Background: an optimization exercise with open tools, aiming at small area, a short achievable clock period and few clock cycles. Do not read the settings as production practice.
No functional check of the RTL was part of this run.
No activity file was given, so power comes from the tool's default toggle rates.

## design/flow/run.sh

```bash
#!/bin/bash
# synth_recipe.tcl (not shown) runs the flow's synth.tcl, then flattens the netlist and writes it again
# the make line also repeats each setting of config.mk as NAME=value (left out here)
make -C /OpenROAD-flow-scripts/flow DESIGN_CONFIG=/design/flow/config.mk WORK_HOME=/design/flow/orfs CLKGATE_MAP_FILE= SYNTH_SCRIPT=/design/flow/synth_recipe.tcl finish
```

## design/flow/config.mk

```make
export PLATFORM = sky130hd
export DESIGN_NAME = slc_ack_engine
export DESIGN_NICKNAME = slc_ack_engine
export VERILOG_FILES = /design/flow/design.v
export SDC_FILE = /design/flow/constraint.sdc
export NUM_CORES = 4
export LEC_CHECK = 0
export CAP_MARGIN = 20
export CORE_MARGIN = 2
export CORE_UTILIZATION = 40
export PLACE_DENSITY = 0.6
export SLEW_MARGIN = 20
```

## design/flow/constraint.sdc

```tcl
create_clock -name core_clock -period 7.0 [get_ports {clk}]
set_input_delay 1.4000 -clock core_clock [delete_from_list [all_inputs] [get_ports {clk}]]
set_output_delay 1.4000 -clock core_clock [all_outputs]
set_load 0.01 [all_outputs]
```

## design/flow/design.v

```verilog
module slc_ack_engine (
    input  wire        clk,
    input  wire        rst,           
    input  wire        cmd_valid,
    output wire        cmd_ready,
    input  wire [2:0]  cmd_code,
    input  wire [7:0]  cmd_op,
    input  wire [31:0] cmd_slid,
    input  wire [15:0] cmd_pkg,
    input  wire [7:0]  cmd_rssi,
    input  wire [6:0]  cmd_plen,
    input  wire [7:0]  cmd_arg,
    input  wire [31:0] cmd_now,
    input  wire        cmd_present,
    output reg         ev_valid,
    output reg  [1:0]  ev_kind,
    output reg  [3:0]  ev_h,
    output reg  [7:0]  ev_op,
    output reg  [31:0] ev_slid,
    output reg  [15:0] ev_pkg,
    output reg  [7:0]  ev_rssi,
    output reg  [6:0]  ev_plen,
    output reg         ev_fail,
    output reg  [7:0]  ev_code,
    output reg         res_valid,
    output reg  [4:0]  res_status,
    output reg  [2:0]  res_ack,
    output reg  [3:0]  res_exc,
    output reg  [7:0]  res_op,
    output reg  [31:0] res_slid,
    output reg  [15:0] res_pkg,
    output reg  [7:0]  res_h,
    output reg  [4:0]  res_n_resent,
    output reg  [4:0]  res_n_failed
);
    localparam N_OUT               = 16;
    localparam RETRY_MAX           = 2;
    localparam [31:0] ACK_TIMEOUT  = 32'd100;
    localparam MAX_FRAME           = 80;
    localparam [7:0] NODE_CONFIG_VERSION = 8'd1;
    localparam [2:0] C_RESET = 3'd0, C_CFG = 3'd1, C_RX = 3'd2, C_SEND = 3'd3,
                     C_TICK  = 3'd4, C_CANCEL = 3'd5, C_FWD = 3'd6, C_CALL = 3'd7;
    localparam [4:0] ST_NONE = 5'd0, ST_ACK_MATCHED = 5'd4, ST_ACK_UNMATCHED = 5'd5,
                     ST_RX_SIZE_ERR = 5'd7, ST_ERR_ADDR = 5'd10, ST_ERR_UNKNOWN_OP = 5'd11,
                     ST_BRIDGE_INERT = 5'd12, ST_SENT = 5'd14, ST_SENT_RELIABLE = 5'd15,
                     ST_OUT_FULL = 5'd16, ST_REFUSED_OP = 5'd17, ST_TOO_LONG = 5'd18,
                     ST_TICKED = 5'd19, ST_CANCELLED = 5'd20, ST_NO_ENTRY = 5'd21,
                     ST_CFG_OK = 5'd22, ST_CFG_FATAL = 5'd23, ST_NOT_RUNNING = 5'd24,
                     ST_REFUSED_STATE = 5'd25;
    localparam [2:0] ACK_SIZE_ERR = 3'd4, ACK_UNEXPECTED = 3'd2, ACK_NONE = 3'd7;
    localparam [1:0] RUN_UNCONF = 2'd0, RUN_RUNNING = 2'd1, RUN_FATAL = 2'd2;
    localparam [1:0] CL_APP = 2'd0, CL_ADMIN = 2'd1, CL_ACK = 2'd2, CL_BRIDGE = 2'd3;
    localparam [1:0] EV_TX = 2'd0, EV_TX_REL = 2'd1, EV_TX_RESEND = 2'd2, EV_DONE = 2'd3;
    function [12:0] optab;    
        input [7:0] op;
        begin
            if (op < 8'h30 || op > 8'h3F)
                optab = 13'd0;
            else begin
                case (op[3:0])
                    4'h0: optab = {1'b1, 1'b0, CL_APP,    1'b1, 8'h3C};   
                    4'h1: optab = {1'b1, 1'b1, CL_APP,    1'b1, 8'h3E};   
                    4'h2: optab = {1'b1, 1'b0, CL_BRIDGE, 1'b0, 8'h00};   
                    4'h3: optab = {1'b1, 1'b1, CL_BRIDGE, 1'b0, 8'h00};   
                    4'h8: optab = {1'b1, 1'b0, CL_ADMIN,  1'b1, 8'h3C};   
                    4'hC: optab = {1'b1, 1'b0, CL_ACK,    1'b0, 8'h00};   
                    4'hE: optab = {1'b1, 1'b0, CL_ACK,    1'b0, 8'h00};   
                    default: optab = {1'b1, op[0], CL_ADMIN, 1'b0, 8'h00};
                endcase
            end
        end
    endfunction
    reg [1:0]  run;
    reg [15:0] txseq;
    reg        out_sent     [0:N_OUT-1];
    reg [7:0]  out_op       [0:N_OUT-1];
    reg [31:0] out_slid     [0:N_OUT-1];
    reg [15:0] out_pkg      [0:N_OUT-1];
    reg [7:0]  out_reply_op [0:N_OUT-1];
    reg [7:0]  out_rssi     [0:N_OUT-1];
    reg [6:0]  out_plen     [0:N_OUT-1];
    reg [1:0]  out_retries  [0:N_OUT-1];
    reg [31:0] out_deadline [0:N_OUT-1];
    reg [2:0]  c_code;
    reg [7:0]  c_op;
    reg [31:0] c_slid;
    reg [15:0] c_pkg;
    reg [7:0]  c_rssi;
    reg [6:0]  c_plen;
    reg [7:0]  c_arg;
    reg [31:0] c_now;
    reg        c_present;
    localparam [1:0] S_IDLE = 2'd0, S_EXEC = 2'd1, S_SCAN = 2'd2;
    reg [1:0]  state;
    reg [3:0]  idx;
    reg        found;
    reg [3:0]  found_h;
    reg [4:0]  n_resent;
    reg [4:0]  n_failed;
    assign cmd_ready = (state == S_IDLE);
    wire [12:0] d         = optab(c_op);
    wire        d_known   = d[12];
    wire        d_data    = d[11];
    wire [1:0]  d_class   = d[10:9];
    wire        d_rel     = d[8];
    wire [7:0]  d_reply   = d[7:0];
    wire        slid_ok   = (c_slid >= 32'h100) && (c_slid <= 32'h10FF);
    wire [7:0]  hlen      = d_data ? 8'd8 : 8'd7;
    wire        too_long  = (hlen + {1'b0, c_plen}) > MAX_FRAME;
    wire [31:0] diff      = c_now - out_deadline[idx];
    wire        expired   = out_sent[idx] && !diff[31];
    wire        is_match   = out_sent[idx] && (out_slid[idx] == c_slid) &&
                            (out_pkg[idx] == c_pkg) && (out_reply_op[idx] == c_op);
    wire [15:0] txseq_next = txseq + 16'd1;
    integer i;
    task set_result;
        input [4:0]  st;
        input [2:0]  ack;
        input [3:0]  exc;
        input [7:0]  op;
        input [31:0] slid;
        input [15:0] pkg;
        input [7:0]  h;
        input [4:0]  nres;
        input [4:0]  nfail;
        begin
            res_valid    <= 1'b1;
            res_status   <= st;
            res_ack      <= ack;
            res_exc      <= exc;
            res_op       <= op;
            res_slid     <= slid;
            res_pkg      <= pkg;
            res_h        <= h;
            res_n_resent <= nres;
            res_n_failed <= nfail;
        end
    endtask
    task do_reset;
        begin
            run   <= RUN_UNCONF;
            txseq <= 16'd0;
            for (i = 0; i < N_OUT; i = i + 1)
                out_sent[i] <= 1'b0;
            res_status   <= ST_NONE;
            res_ack      <= ACK_NONE;
            res_exc      <= 4'd0;
            res_op       <= 8'd0;
            res_slid     <= 32'd0;
            res_pkg      <= 16'd0;
            res_h        <= 8'd0;
            res_n_resent <= 5'd0;
            res_n_failed <= 5'd0;
        end
    endtask
    always @(posedge clk) begin
        ev_valid  <= 1'b0;
        res_valid <= 1'b0;
        if (rst) begin
            do_reset;
            state <= S_IDLE;
        end else begin
            case (state)
            S_IDLE: begin
                if (cmd_valid) begin
                    c_code    <= cmd_code;
                    c_op      <= cmd_op;
                    c_slid    <= cmd_slid;
                    c_pkg     <= cmd_pkg;
                    c_rssi    <= cmd_rssi;
                    c_plen    <= cmd_plen;
                    c_arg     <= cmd_arg;
                    c_now     <= cmd_now;
                    c_present <= cmd_present;
                    state     <= S_EXEC;
                end
            end
            S_EXEC: begin
                idx      <= 4'd0;
                found    <= 1'b0;
                found_h  <= 4'd0;
                n_resent <= 5'd0;
                n_failed <= 5'd0;
                state    <= S_IDLE;
                if (c_code == C_RESET) begin
                    do_reset;
                    res_valid <= 1'b1;
                end else if (c_code == C_CFG) begin
                    if (run != RUN_UNCONF)
                        set_result(ST_REFUSED_STATE, ACK_NONE, 4'd0, 8'd0, 32'd0, 16'd0, 8'd0, 5'd0, 5'd0);
                    else if (!c_present) begin
                        run <= RUN_FATAL;
                        set_result(ST_CFG_FATAL, ACK_NONE, 4'd10, 8'd0, 32'd0, 16'd0, 8'd0, 5'd0, 5'd0);
                    end else if (c_arg != NODE_CONFIG_VERSION) begin
                        run <= RUN_FATAL;
                        set_result(ST_CFG_FATAL, ACK_NONE, 4'd9, 8'd0, 32'd0, 16'd0, 8'd0, 5'd0, 5'd0);
                    end else if (!slid_ok) begin
                        run <= RUN_FATAL;
                        set_result(ST_CFG_FATAL, ACK_NONE, 4'd1, 8'd0, c_slid, 16'd0, 8'd0, 5'd0, 5'd0);
                    end else begin
                        run      <= RUN_RUNNING;
                        set_result(ST_CFG_OK, ACK_NONE, 4'd0, 8'd0, c_slid, 16'd0, 8'd0, 5'd0, 5'd0);
                    end
                end else if (run != RUN_RUNNING) begin
                    set_result(ST_NOT_RUNNING, ACK_NONE, 4'd0, 8'd0, 32'd0, 16'd0, 8'd0, 5'd0, 5'd0);
                end else begin
                    case (c_code)
                    C_RX: begin
                        if (!d_known)
                            set_result(ST_ERR_UNKNOWN_OP, ACK_UNEXPECTED, 4'd3, c_op, 32'd0, 16'd0, 8'd0, 5'd0, 5'd0);
                        else if (!slid_ok)
                            set_result(ST_ERR_ADDR, ACK_NONE, 4'd1, c_op, c_slid, c_pkg, 8'd0, 5'd0, 5'd0);
                        else if (d_class != CL_ACK)
                            set_result(ST_REFUSED_OP, ACK_NONE, 4'd0, c_op, c_slid, c_pkg, 8'd0, 5'd0, 5'd0);
                        else if (c_plen != 7'd1)
                            set_result(ST_RX_SIZE_ERR, ACK_SIZE_ERR, 4'd0, c_op, c_slid, c_pkg, 8'd0, 5'd0, 5'd0);
                        else
                            state <= S_SCAN;
                    end
                    C_SEND: begin
                        if (!d_known)
                            set_result(ST_ERR_UNKNOWN_OP, ACK_NONE, 4'd3, c_op, 32'd0, 16'd0, 8'd0, 5'd0, 5'd0);
                        else if (d_class == CL_ACK || d_class == CL_BRIDGE)
                            set_result(ST_REFUSED_OP, ACK_NONE, 4'd0, c_op, 32'd0, 16'd0, 8'd0, 5'd0, 5'd0);
                        else if (!slid_ok)
                            set_result(ST_ERR_ADDR, ACK_NONE, 4'd1, c_op, c_slid, 16'd0, 8'd0, 5'd0, 5'd0);
                        else if (too_long)
                            set_result(ST_TOO_LONG, ACK_NONE, 4'd0, 8'd0, 32'd0, 16'd0, 8'd0, 5'd0, 5'd0);
                        else if (d_rel)
                            state <= S_SCAN;
                        else begin
                            txseq    <= txseq_next;
                            ev_valid <= 1'b1;
                            ev_kind  <= EV_TX;
                            ev_h     <= 4'd0;
                            ev_op    <= c_op;
                            ev_slid  <= c_slid;
                            ev_pkg   <= txseq_next;
                            ev_rssi  <= c_rssi;
                            ev_plen  <= c_plen;
                            ev_fail  <= 1'b0;
                            ev_code  <= 8'd0;
                            set_result(ST_SENT, ACK_NONE, 4'd0, c_op, c_slid, txseq_next, 8'd0, 5'd0, 5'd0);
                        end
                    end
                    C_TICK, C_CALL:
                        state <= S_SCAN;
                    C_CANCEL: begin
                        if (c_arg >= N_OUT || !out_sent[c_arg[3:0]])
                            set_result(ST_NO_ENTRY, ACK_NONE, 4'd0, 8'd0, 32'd0, 16'd0, c_arg, 5'd0, 5'd0);
                        else begin
                            out_sent[c_arg[3:0]] <= 1'b0;
                            set_result(ST_CANCELLED, ACK_NONE, 4'd0, 8'd0, 32'd0, 16'd0, c_arg, 5'd0, 5'd0);
                        end
                    end
                    default:  
                        set_result(ST_BRIDGE_INERT, ACK_NONE, 4'd0, 8'd0, 32'd0, 16'd0, 8'd0, 5'd0, 5'd0);
                    endcase
                end
            end
            S_SCAN: begin
                idx <= idx + 4'd1;
                case (c_code)
                C_SEND, C_RX: begin
                    if (!found && ((c_code == C_SEND) ? !out_sent[idx] : is_match)) begin
                        found   <= 1'b1;
                        found_h <= idx;
                    end
                end
                C_TICK: begin
                    if (expired) begin
                        ev_valid <= 1'b1;
                        ev_h     <= idx;
                        ev_op    <= out_op[idx];
                        ev_slid  <= out_slid[idx];
                        ev_pkg   <= out_pkg[idx];
                        ev_rssi  <= out_rssi[idx];
                        ev_plen  <= out_plen[idx];
                        ev_code  <= 8'd0;
                        if (out_retries[idx] < RETRY_MAX) begin
                            ev_kind  <= EV_TX_RESEND;
                            ev_fail  <= 1'b0;
                            out_retries[idx]  <= out_retries[idx] + 2'd1;
                            out_deadline[idx] <= c_now + ACK_TIMEOUT;
                            n_resent <= n_resent + 5'd1;
                        end else begin
                            ev_kind  <= EV_DONE;
                            ev_fail  <= 1'b1;
                            out_sent[idx] <= 1'b0;
                            n_failed <= n_failed + 5'd1;
                        end
                    end
                end
                default: begin  
                    if (out_sent[idx]) begin
                        out_sent[idx] <= 1'b0;
                        n_failed <= n_failed + 5'd1;
                    end
                end
                endcase
                if (idx == N_OUT - 1) begin
                    state <= S_IDLE;
                    case (c_code)
                    C_SEND: begin
                        if (!found && out_sent[idx])
                            set_result(ST_OUT_FULL, ACK_NONE, 4'd0, 8'd0, 32'd0, 16'd0, 8'd0, 5'd0, 5'd0);
                        else begin
                            txseq    <= txseq_next;
                            out_sent    [found ? found_h : idx] <= 1'b1;
                            out_op      [found ? found_h : idx] <= c_op;
                            out_slid    [found ? found_h : idx] <= c_slid;
                            out_pkg     [found ? found_h : idx] <= txseq_next;
                            out_reply_op[found ? found_h : idx] <= d_reply;
                            out_rssi    [found ? found_h : idx] <= c_rssi;
                            out_plen    [found ? found_h : idx] <= c_plen;
                            out_retries [found ? found_h : idx] <= 2'd0;
                            out_deadline[found ? found_h : idx] <= c_now + ACK_TIMEOUT;
                            ev_valid <= 1'b1;
                            ev_kind  <= EV_TX_REL;
                            ev_h     <= found ? found_h : idx;
                            ev_op    <= c_op;
                            ev_slid  <= c_slid;
                            ev_pkg   <= txseq_next;
                            ev_rssi  <= c_rssi;
                            ev_plen  <= c_plen;
                            ev_fail  <= 1'b0;
                            ev_code  <= 8'd0;
                            set_result(ST_SENT_RELIABLE, ACK_NONE, 4'd0, c_op, c_slid, txseq_next,
                                       {4'd0, found ? found_h : idx}, 5'd0, 5'd0);
                        end
                    end
                    C_RX: begin
                        if (found || is_match) begin
                            out_sent[found ? found_h : idx] <= 1'b0;
                            ev_valid <= 1'b1;
                            ev_kind  <= EV_DONE;
                            ev_h     <= found ? found_h : idx;
                            ev_op    <= 8'd0;
                            ev_slid  <= 32'd0;
                            ev_pkg   <= 16'd0;
                            ev_rssi  <= 8'd0;
                            ev_plen  <= 7'd0;
                            ev_fail  <= 1'b0;
                            ev_code  <= c_arg;
                            set_result(ST_ACK_MATCHED, ACK_NONE, 4'd0, c_op, c_slid, c_pkg,
                                       {4'd0, found ? found_h : idx}, 5'd0, 5'd0);
                        end else
                            set_result(ST_ACK_UNMATCHED, ACK_UNEXPECTED, 4'd0, c_op, c_slid, c_pkg,
                                       8'd0, 5'd0, 5'd0);
                    end
                    C_TICK:
                        set_result(ST_TICKED, ACK_NONE, 4'd0, 8'd0, 32'd0, 16'd0, 8'd0,
                                   n_resent + {4'd0, expired && out_retries[idx] < RETRY_MAX},
                                   n_failed + {4'd0, expired && out_retries[idx] >= RETRY_MAX});
                    default:
                        set_result(ST_CANCELLED, ACK_NONE, 4'd0, 8'd0, 32'd0, 16'd0, 8'd0, 5'd0,
                                   n_failed + {4'd0, out_sent[idx]});
                    endcase
                end
            end
            default: state <= S_IDLE;
            endcase
        end
    end
endmodule
```

==> summary.txt <==
Run status
  • Outcome: complete, no violations

Clocking
  • Clock transition at path regs: 0.07 ns
  • Hold Buf Count CTS: 0
  • CTS max path bufs: 3
  • CTS Sinks: 2063
  • CTS root buffer: clkbuf_16
  • CTS Buf Count: 211
  • Postcts setup bufs: 0
  • Skew-Pair Late Insertion Delay: 0.87 ns
  • CTS tree: built
  • H-tree depth reported by CTS: 4
  • Post-CTS sizing: 0

Timing
  • Part of the cycle the worst path needs: 0.915
  • Clk_skew: 0.0708 ns
  • Max Freq: 0.156 GHz
  • Tmin final: 6.41 ns
  • Final Hold Vio Count: 0
  • TNS Setup: 0 ns
  • Unrepaired setup endpoints after global routing: no
  • Slew Limit Fails: 0
  • Slew @ Worst Pin: 1.19 ns
  • WHS: 0.453 ns
  • Final setup vio count: 0
  • Slew Limit Headroom: 0.204

Routing
  • DRC: 0
  • Initial DRT Pass Iterations: 6
  • Routed WL per cell: 30.4 um
  • Post-route ant nets: 0
  • Starting DRT DRC Count: 5801
  • WL final: 246000 um
  • Via count: 47681
  • Via/cell ratio: 5.87

Global route
  • Vias in the first global route: 47462
  • First-pass GRT wire length: 351000 um
  • GR Overflow Total: 0
  • GRT Overall Usage: 0.226
  • Initial antenna violation count: 7
  • Pin count of the biggest net entering global routing: 91

Power and ir drop
  • Logic pwr share: 0.051
  • Flop pwr share: 0.517
  • Int Power: 0.0206 W
  • Tot Pwr: 0.0264 W
  • Switching share of total power: 0.218
  • Clk pwr share: 0.432
  • Leak: 31.8 nW
  • Worst ir drop on vdd: 0.263 mV
  • Sw Pwr: 0.00576 W
  • Pwr Density: 266 nW/um2

Critical path
  • R2r startpoint: c_op[5]
  • Setup crit end: res_op[2]
  • Worst setup path start: c_op[5]
  • R2r endpoint: res_op[2]
  • Crit path DAT: 7.17 ns
  • Critical path type: reg2reg
  • Reg2Reg Depth: 18
  • Worst EP required: 7.76 ns
  • Critical path endpoint category: register
  • Crit path launch type: register
  • Crit-path max FO: 34
  • FF-to-FF setup slack: 0.59 ns

Place
  • Routability Congestion: 0.912
  • HPWL Detailed: 151000 um
  • # port buffers: 291

Finish
  • # nets final: 5309
  • Area growth syn-to-layout: 17.4%
  • Share of layout cells above drive strength 1: 0.203

Worst hold path
  • Critical hold path startpoint: res_n_resent[3]
  • Hold WC Path Type: reg2reg

Synthesis
  • Mapped Area: 84500 um2
  • Post-synth top flop: edfxtp_1
  • Number of synthesized register bits: 2063
  • Seq/Total Area, Yosys: 0.719
  • Mapped Cells: 4712
  • Syn Area/Cell: 17.9 um2
  • Post-synthesis async set-or-reset flop share: 0
  • Number of synthesized flops with an enable pin: 1948
  • Syn Nets: 4877
  • Synth Warn #: 1
  • Post-synth cell types: 87

Die
  • Starting density of the core: 0.403
  • # IOs: 293
  • Die area: 215000 um2
  • Site Rows: 168
  • Die X: 464 um
  • Core ar.: 210000 um2
  • Die span in y: 464 um

Flow run
  • Max cap viols: 0
worst min-delay path by stage:
stage	end	slack, ns	cells past startpoint
6_report	res_n_resent[3]	0.45	2
5_1_grt	res_op[3]	0.48	2
4_1_cts	res_h[5]	0.46	2
3_5_place_dp	res_h[5]	0.45	2
3_3_place_gp	res_n_resent[3]	0.44	2
2_1_floorplan	res_n_failed[0]	0.48	2
area by class of cell:
cell class	count	area, um2
Clock buffer	266	5610
Sequential cell	2063	60800
Antenna cell	4	10.0
Inverter	78	303
Tap cell	2805	3510
Fill cell	17718	111000
Multi-Input combinational cell	2306	22700
Timing Repair Buffer	484	4970
Clock inverter	115	1410
routing by layer:
layer  track usage  vias up  wire, um
li1              -    19920         -
met1         0.295    25111     96300
met2         0.373     2185    120000
met3        0.0395      463     18700
met4        0.0930        2     11100
met5             0        -        13
metrics by stage:
step                      setup WS (ns)  cell area [um2]  cells  utilization
final                             0.592            99300   8121        0.473
after global routing              0.458            99300   8118        0.473
after CTS                         0.672            99100   8116        0.472
after detailed placement          0.726            92100   7735        0.439
after global placement            0.793            92100   7735        0.439
after floorplan                  -0.300            84600   4712            -
sequential cells by signal (all words and copies together), names as in the netlist, 16 cells and up, named ones only:
| register | flops |
|---|---|
| out_rssi | 128 |
| out_reply_op | 32 |
| out_op | 128 |
| ev_pkg | 16 |
| out_slid | 512 |
| txseq | 16 |
| res_pkg | 16 |
| out_retries | 32 |
| c_pkg | 16 |
| out_deadline | 512 |
| out_pkg | 256 |
| ev_slid | 32 |
| c_now | 32 |
| res_slid | 32 |
| out_plen | 112 |
| out_sent | 16 |
| c_slid | 32 |
cell usage after synthesis (28+ instances only):
cell	n	area, um2
a21oi_1	103	515
a22oi_1	99	743
buf_1	34	128
buf_2	47	235
buf_4	35	263
clkbuf_1	135	507
dfxtp_1	115	2300
edfxtp_1	1948	58500
ha_1	46	576
inv_1	75	282
mux2_2	51	574
mux2i_1	231	2310
mux4_2	438	9860
nand2_1	281	1050
nand2b_1	28	175
nand3_1	98	490
nor2_1	208	781
nor3_1	66	330
o21ai_0	134	671
o22ai_1	37	231
xnor2_1	53	464
xor2_1	47	412
placed cells by master, fill, tap and decap left out, types with 34 or more instances in the layout:
cell,count
clkbuf_16,212
mux4_2,438
buf_4,146
clkinv_1,39
o22ai_1,37
o21ai_0,134
nor2_1,172
xor2_1,41
edfxtp_1,1948
ha_1,45
a22oi_1,99
mux2i_1,231
dfxtp_1,111
nand3_1,98
a21oi_1,103
clkbuf_1,44
xnor2_1,38
clkdlybuf4s50_1,290
inv_1,74
nor2_4,34
mux2_2,51
nand2_1,280
buf_12,47
nor3_1,63
critical path, cell delays in order, from the launching register on:
cell      delay (ns)
edfxtp_1        0.32
buf_4           0.28
nand2_1         0.33
nor3_1          0.94
nand2_1         0.11
buf_4           0.22
ha_1            0.22
fa_1            0.44
a21oi_1         0.17
o21bai_1        0.15
xor2_1          0.16
nand2_1         0.10
o221a_2         0.46
nand3_1         0.24
a21oi_1         0.23
nor2_4          0.52
buf_4           0.58
nand3_1         0.47
a21oi_1         0.28
power groups by stage:
stage | Combinational, W | Sequential (W) | Clock, W
after global routing | 0.00144 | 0.0137 | 0.0121
after global placement | 0.00133 | 0.0139 | 0
after floorplan | 0.000805 | 0.0139 | 0
final | 0.00135 | 0.0137 | 0.0114
after CTS | 0.00135 | 0.0136 | 0.0116
after detailed placement | 0.00135 | 0.0139 | 0
logic make-up (layout without fill, tap and decap cells):
| group | after synthesis | in the layout | synth area share |
|---|---|---|---|
| simple gates | 862 | 862 | 0.0483 |
| mux | 721 | 721 | 0.151 |
| buf+inv | 343 | 943 | 0.0187 |
| fa+ha+maj | 47 | 47 | 0.00705 |
| xor+xnor | 100 | 100 | 0.0104 |
| other cells | 1 | 5 | 0.0000444 |
| flops | 2063 | 2063 | 0.719 |
| compound gates | 575 | 575 | 0.0453 |

what the ideal ports hide:
Ports are ideal in the flow. The routed layout listed here was re-timed in OpenROAD. Step 1: set_driving_cell puts a clkbuf_16 on clk and a buf_2 on each other input, an assumption about the parent block. Step 2 times the ports against the registers' clock, not the clock port: input delays grow and output delays shrink by t, the midpoint of the rising clock arrivals with the driver on. Slacks: ideal ports / drivers / drivers and shift; pairs: ideal ports / drivers.
shift t [ns]: 0.929
setup WS [ns]: 0.592 / 0.592 / 0.592
worst register clock-pin slew, ns: 0.07 / 0.07
After both steps setup and hold are still met in this run. The setup slack of this run moves by 0.000 ns with the drivers and by 0.000 ns with both steps.
